Background: an optimization exercise with open tools, aiming at small area, a short achievable clock period and few clock cycles. Do not read the settings as production practice. No activity file was given, so power comes from the tool's default toggle rates.

== the previous run ==
Design mbf_framer, start of the top module:
module mbf_framer (
    input  wire        clk,
    input  wire        rst,
    input  wire        tx_start,
    input  wire [15:0] tx_cmd,
    input  wire [15:0] tx_len,
    input  wire        tx_flip,
    input  wire        tx_ack,
    output wire        tx_busy,
    output wire        tx_done,
    output wire        tx_oversize,
    input  wire        tx_in_valid,
    input  wire [7:0]  tx_in_data,
    output wire        tx_in_ready,
    output wire        pkt_valid,
    output wire [7:0]  pkt_data,
    output wire        pkt_last,
    input  wire        pkt_ready,
    input  wire        rx_strict,
    input  wire        rx_valid,
    input  wire [7:0]  rx_data,
    input  wire        rx_last,
    output wire        rd_valid,
    output wire [7:0]  rd_data,
    output wire        res_valid,
    output wire [1:0]  res_kind,
    output wire [3:0]  res_err,
    output wire [15:0] res_cmd,
    output wire [15:0] res_len
);
==> module mbf_tx, before the edit <==
module mbf_tx (
    input  wire        clk,
    input  wire        rst,
    input  wire        tx_start,
    input  wire [15:0] tx_cmd,
    input  wire [15:0] tx_len,
    input  wire        tx_flip,
    input  wire        tx_ack,
    output reg         tx_busy,
    output reg         tx_done,
    output reg         tx_oversize,
    input  wire        tx_in_valid,
    input  wire [7:0]  tx_in_data,
    output reg         tx_in_ready,
    output reg         pkt_valid,
    output reg  [7:0]  pkt_data,
    output reg         pkt_last,
    input  wire        pkt_ready
);
    reg        busy;        
    reg        ovs_pend;    
    reg [15:0] cmd_q;
    reg [9:0]  rem;         
    reg        flip_q;
    reg        ack_q;
    reg [3:0]  last_idx;    
    reg [3:0]  pkt_idx;
    reg [5:0]  pos;         
    reg        pkt_fin;     
    reg        sk_v;
    reg [7:0]  sk_d;
    wire oversize = (tx_len[15:10] != 6'd0) || (tx_len[9:0] > 10'd988);
    wire [9:0] l    = tx_len[9:0];
    wire [9:0] x    = rem + 10'd3;
    wire [3:0] q    = x[9:6];
    wire [6:0] t    = {2'b00, q, 1'b0} + {1'b0, x[5:0]};
    wire [3:0] n_m1 = q + {3'd0, (t >= 7'd62)};
    wire pkt0      = (pkt_idx == 4'd0);
    wire pos_lo    = (pos[5:1] == 5'd0);                                  
    wire sub_hdr   = pkt0 && (pos[5:3] == 3'd0) && (pos[2] != pos[1]);    
    wire rem_nz    = (rem != 10'd0);
    wire is_pay    = !pos_lo && !sub_hdr && rem_nz;
    wire       big  = (rem[9:6] != 4'd0) || (rem[5:0] >= (pkt0 ? 6'd58 : 6'd62));
    wire [5:0] plen = big ? 6'd62 : rem[5:0] + {3'd0, pkt0, 2'd0};
    wire in_fire  = tx_in_valid && tx_in_ready;
    wire out_free = !pkt_valid || (pkt_ready && !pkt_fin);
    wire fire_fin = pkt_valid && pkt_ready && pkt_fin;
    wire accept   = tx_start && !tx_busy;
    wire acc_ok   = accept && !oversize;
    wire avail    = !is_pay || sk_v || in_fire;
    wire adv      = busy && out_free && avail;
    wire gen_last = (pos == 6'd63);
    wire gen_fin  = gen_last && (rem[9:1] == 9'd0);      
    wire take_pay = adv && is_pay;
    reg [7:0] gen_byte;
    always @(*) begin
        if (pos == 6'd0)
            gen_byte = {flip_q, ack_q, plen};
        else if (pos == 6'd1)
            gen_byte = {pkt_idx, last_idx};
        else if (sub_hdr)
            case (pos[2:0])
                3'd2:    gen_byte = cmd_q[7:0];
                3'd3:    gen_byte = cmd_q[15:8];
                3'd4:    gen_byte = rem[7:0];
                default: gen_byte = {6'd0, rem[9:8]};
            endcase
        else if (!rem_nz)
            gen_byte = 8'h00;
        else if (sk_v)
            gen_byte = sk_d;
        else
            gen_byte = tx_in_data;
    end
    wire       busy_n = acc_ok || (busy && !(adv && gen_fin));
    wire       ovs_n  = (accept && oversize) || (ovs_pend && pkt_valid && pkt_fin);
    wire       sk_v_n = sk_v ? !take_pay : (in_fire && !take_pay);
    wire rem_is0 = (rem == 10'd0);
    wire rem_is1 = (rem == 10'd1);
    wire ready_n = !tx_busy ? (tx_start && !oversize && (l != 10'd0))
                            : (busy && (take_pay ? !rem_is1 : (!sk_v && !in_fire && !rem_is0)));
    always @(posedge clk) begin
        if (rst) begin
            busy        <= 1'b0;
            ovs_pend    <= 1'b0;
            tx_busy     <= 1'b0;
            tx_done     <= 1'b0;
            tx_in_ready <= 1'b0;
            pkt_valid   <= 1'b0;
            sk_v        <= 1'b0;
        end else begin
            busy        <= busy_n;
            ovs_pend    <= ovs_n;
            tx_busy     <= busy_n || ovs_n;
            tx_done     <= fire_fin || (ovs_pend && !(pkt_valid && pkt_fin));
            tx_in_ready <= ready_n;
            pkt_valid   <= adv || (pkt_valid && !pkt_ready);
            sk_v        <= sk_v_n;
        end
        tx_oversize <= ovs_pend && !(pkt_valid && pkt_fin);
    end
    always @(posedge clk) begin
        if (!sk_v)
            sk_d <= tx_in_data;
        if (adv) begin
            pkt_data <= gen_byte;
            pkt_last <= gen_last;
            pkt_fin  <= gen_fin;
        end
        if (pos == 6'd0 && pkt0)
            last_idx <= n_m1;
        if (!tx_busy) begin
            cmd_q    <= tx_cmd;
            rem      <= l;
            flip_q   <= tx_flip;
            ack_q    <= tx_ack;
            pkt_idx  <= 4'd0;
            pos      <= 6'd0;
        end else if (adv) begin
            pos <= pos + 6'd1;
            if (gen_last) pkt_idx <= pkt_idx + 4'd1;
            if (is_pay) rem <= rem - 10'd1;
        end
    end
endmodule
==> flow/config.mk <==
export PLATFORM = sky130hd
export DESIGN_NAME = mbf_framer
export DESIGN_NICKNAME = mbf_framer
export VERILOG_FILES = /design/flow/design.v
export SDC_FILE = /design/flow/constraint.sdc
export NUM_CORES = 4
export LEC_CHECK = 0
export CAP_MARGIN = 20
export CORE_MARGIN = 2
export CORE_UTILIZATION = 40
export SETUP_SLACK_MARGIN = 3.75
export SLEW_MARGIN = 20
==> flow/constraint.sdc <==
create_clock -name core_clock -period 6.0 [get_ports {clk}]
set_input_delay 1.2000 -clock core_clock [delete_from_list [all_inputs] [get_ports {clk}]]
set_output_delay 1.2000 -clock core_clock [all_outputs]
set_load 0.01 [all_outputs]
standard.sh (not shown) runs the stock make flow with config.mk's settings and CLKGATE_MAP_FILE= SYNTH_SCRIPT=/design/flow/synth_recipe.tcl, a recipe that flattens the netlist after the stock synthesis.
==> flow/flow/run.sh <==
#!/bin/bash
# Layout flow: the standard ORFS flow (standard.sh, unchanged synthesis),
# with smaller port buffers and a lighter clock tree.
#  - every input and output port still gets its own buffer, a buf_1
#    instead of the default clkdlybuf4s50_1;
#  - CTS builds the tree from clkbuf_4/clkbuf_8 and inserts no dummy loads.
# Each step's full log is under orfs/logs; standard.sh's own output goes to
# standard.log here.
set -uo pipefail
export BUFFER_PORTS_ARGS="-buffer_cell sky130_fd_sc_hd__buf_1"
export CTS_ARGS="-sink_clustering_enable -repair_clock_nets -dont_use_dummy_load -buf_list {sky130_fd_sc_hd__clkbuf_4 sky130_fd_sc_hd__clkbuf_8} -sink_clustering_size 25 -sink_clustering_max_diameter 60"
bash standard.sh > standard.log 2>&1
The previous run finished all stages; the layout is clean.
Here is what was changed in the inputs of the current run compared with the previous run.
==> flow/design.v, changed modules only <==
module mbf_tx (
    input  wire        clk,
    input  wire        rst,
    input  wire        tx_start,
    input  wire [15:0] tx_cmd,
    input  wire [15:0] tx_len,
    input  wire        tx_flip,
    input  wire        tx_ack,
    output reg         tx_busy,
    output reg         tx_done,
    output reg         tx_oversize,
    input  wire        tx_in_valid,
    input  wire [7:0]  tx_in_data,
    output reg         tx_in_ready,
    output reg         pkt_valid,
    output reg  [7:0]  pkt_data,
    output reg         pkt_last,
    input  wire        pkt_ready
);
    reg        busy;        
    reg        ovs_pend;    
    reg [15:0] cmd_q;
    reg [9:0]  rem;         
    reg        flip_q;
    reg        ack_q;
    reg [3:0]  last_idx;    
    reg [3:0]  pkt_idx;
    reg [5:0]  pos;         
    reg        pay_q;       
    reg        pkt_fin;     
    reg        sk_v;
    reg [7:0]  sk_d;
    wire oversize = (tx_len[15:10] != 6'd0) || (tx_len[9:0] > 10'd988);
    wire [9:0] l     = tx_len[9:0];
    reg        up_q;
    wire       up_c  = ({2'b00, rem[9:6], 1'b0} + {1'b0, rem[5:0]}) >= 7'd59;
    wire [3:0] n_m1  = rem[9:6] + {3'd0, up_q};
    wire pkt0      = (pkt_idx == 4'd0);
    wire pos_lo    = (pos[5:1] == 5'd0);                                  
    wire sub_hdr   = pkt0 && (pos[5:3] == 3'd0) && (pos[2] != pos[1]);    
    wire rem_nz    = (rem != 10'd0);
    wire is_pay    = pay_q;      
    wire       big  = (rem[9:6] != 4'd0) || (rem[5:0] >= (pkt0 ? 6'd58 : 6'd62));
    wire [5:0] plen = big ? 6'd62 : rem[5:0] + {3'd0, pkt0, 2'd0};
    wire in_fire  = tx_in_valid && tx_in_ready;
    wire out_free = !pkt_valid || (pkt_ready && !pkt_fin);
    wire fire_fin = pkt_valid && pkt_ready && pkt_fin;
    wire accept   = tx_start && !tx_busy;
    wire acc_ok   = accept && !oversize;
    wire avail    = !is_pay || sk_v || in_fire;
    wire adv      = busy && out_free && avail;
    wire gen_last = (pos == 6'd63);
    wire gen_fin  = gen_last && (rem[9:1] == 9'd0);      
    wire take_pay = adv && is_pay;
    reg [7:0] gen_byte;
    always @(*) begin
        if (pos == 6'd0)
            gen_byte = {flip_q, ack_q, plen};
        else if (pos == 6'd1)
            gen_byte = {pkt_idx, pkt0 ? n_m1 : last_idx};
        else if (sub_hdr)
            case (pos[2:0])
                3'd2:    gen_byte = cmd_q[7:0];
                3'd3:    gen_byte = cmd_q[15:8];
                3'd4:    gen_byte = rem[7:0];
                default: gen_byte = {6'd0, rem[9:8]};
            endcase
        else if (!rem_nz)
            gen_byte = 8'h00;
        else if (sk_v)
            gen_byte = sk_d;
        else
            gen_byte = tx_in_data;
    end
    wire       busy_n = acc_ok || (busy && !(adv && gen_fin));
    wire       ovs_n  = (accept && oversize) || (ovs_pend && pkt_valid && pkt_fin);
    wire       sk_v_n = sk_v ? !take_pay : (in_fire && !take_pay);
    wire rem_is0 = (rem == 10'd0);
    wire rem_is1 = (rem == 10'd1);
    wire pay_nx  = !(pos == 6'd63 || pos == 6'd0) &&
                   !(pkt0 && (pos == 6'd1 || pos == 6'd2 || pos == 6'd3 || pos == 6'd4)) &&
                   (pay_q ? !rem_is1 : !rem_is0);
    wire ready_n = busy && (take_pay ? !rem_is1 : (!sk_v && !in_fire && !rem_is0));
    always @(posedge clk) begin
        if (rst) begin
            busy        <= 1'b0;
            ovs_pend    <= 1'b0;
            tx_busy     <= 1'b0;
            tx_done     <= 1'b0;
            tx_in_ready <= 1'b0;
            pkt_valid   <= 1'b0;
            sk_v        <= 1'b0;
        end else begin
            busy        <= busy_n;
            ovs_pend    <= ovs_n;
            tx_busy     <= accept || (busy && !(adv && gen_fin)) ||
                           (ovs_pend && pkt_valid && pkt_fin);    
            tx_done     <= fire_fin || (ovs_pend && !(pkt_valid && pkt_fin));
            tx_in_ready <= ready_n;
            pkt_valid   <= adv || (pkt_valid && !pkt_ready);
            sk_v        <= sk_v_n;
        end
        tx_oversize <= ovs_pend && !(pkt_valid && pkt_fin);
    end
    always @(posedge clk) begin
        if (!sk_v)
            sk_d <= tx_in_data;
        if (adv) begin
            pkt_data <= gen_byte;
            pkt_last <= gen_last;
            pkt_fin  <= gen_fin;
        end
        if (pos == 6'd0 && pkt0)
            up_q <= up_c;
        if (pos == 6'd1 && pkt0)
            last_idx <= n_m1;
        if (!tx_busy) begin
            cmd_q    <= tx_cmd;
            rem      <= l;
            flip_q   <= tx_flip;
            ack_q    <= tx_ack;
            pkt_idx  <= 4'd0;
            pos      <= 6'd0;
            pay_q    <= 1'b0;
        end else if (adv) begin
            pos   <= pos + 6'd1;
            pay_q <= pay_nx;
            if (gen_last) pkt_idx <= pkt_idx + 4'd1;
            if (is_pay) rem <= rem - 10'd1;
        end
    end
endmodule
## What came out
- The current run vs. the previous run: hold slack has increased, ratio of final minimum period to clock period has decreased.
- The overall global routing resource usage in the current run was lower than what the previous run gave.
- Cmp the current run and the previous run / sequential share of layout area / higher: the current run
- The current run ends up with a final cell count that is 5.6% lower than in the previous run.
- The current run vs the previous run, master of the slowest instance on the critical path: sky130_fd_sc_hd__edfxtp_1 vs sky130_fd_sc_hd__or3_4
- Final instance area shrinks by a little under 10% when moving from the previous run to the current run.
- Register bit total from synthesis grows slightly when moving from the previous run to the current run.
- Compared with the previous run, the current run is more frugal on power.
- Diff the previous run -> the current run: post-layout minimum cycle time fell by 0.88 ns; core utilization fell by 4.1 points; internal power contribution fell by 6.0%.
- The worst supply voltage drop on vdd of the current run was superior to that of the previous run.
- As of the current run, power density over the cells had fallen slightly compared to the previous run.
Function was not checked in any run of this note: the RTL went through the layout flow alone.

## afterwards: timing with drivers on the ports
No port has a modelled driver above. Below, the same layouts with a new extraction and two added sets of constraints. Step 1 sets driving cells, clkbuf_16 on the clock port and buf_2 on the other inputs (assumed; they add their load-dependent delay and slew). Step 2 also shifts input and output timing later by t, the mid clock arrival at the registers, as if the neighbouring blocks saw the same clock. Three values: ideal, step 1, step 2; two values: the first two.
run	t (ns)	slack for setup (ns)	clock arrival spread, ns	slew at the worst register clock pin (ns)	worst data-port slew with drivers (ns)
the previous run	0.461	2.875 / 2.875 / 2.875	0.026 / 0.027	0.08 / 0.08	0.06
the current run	0.480	3.754 / 3.714 / 3.356	0.050 / 0.049	0.10 / 0.10	0.05
After both steps every run listed still meets setup and hold. The setup slack of the current run, which loses most, moves by -0.040 ns with the drivers and by -0.398 ns with both steps.
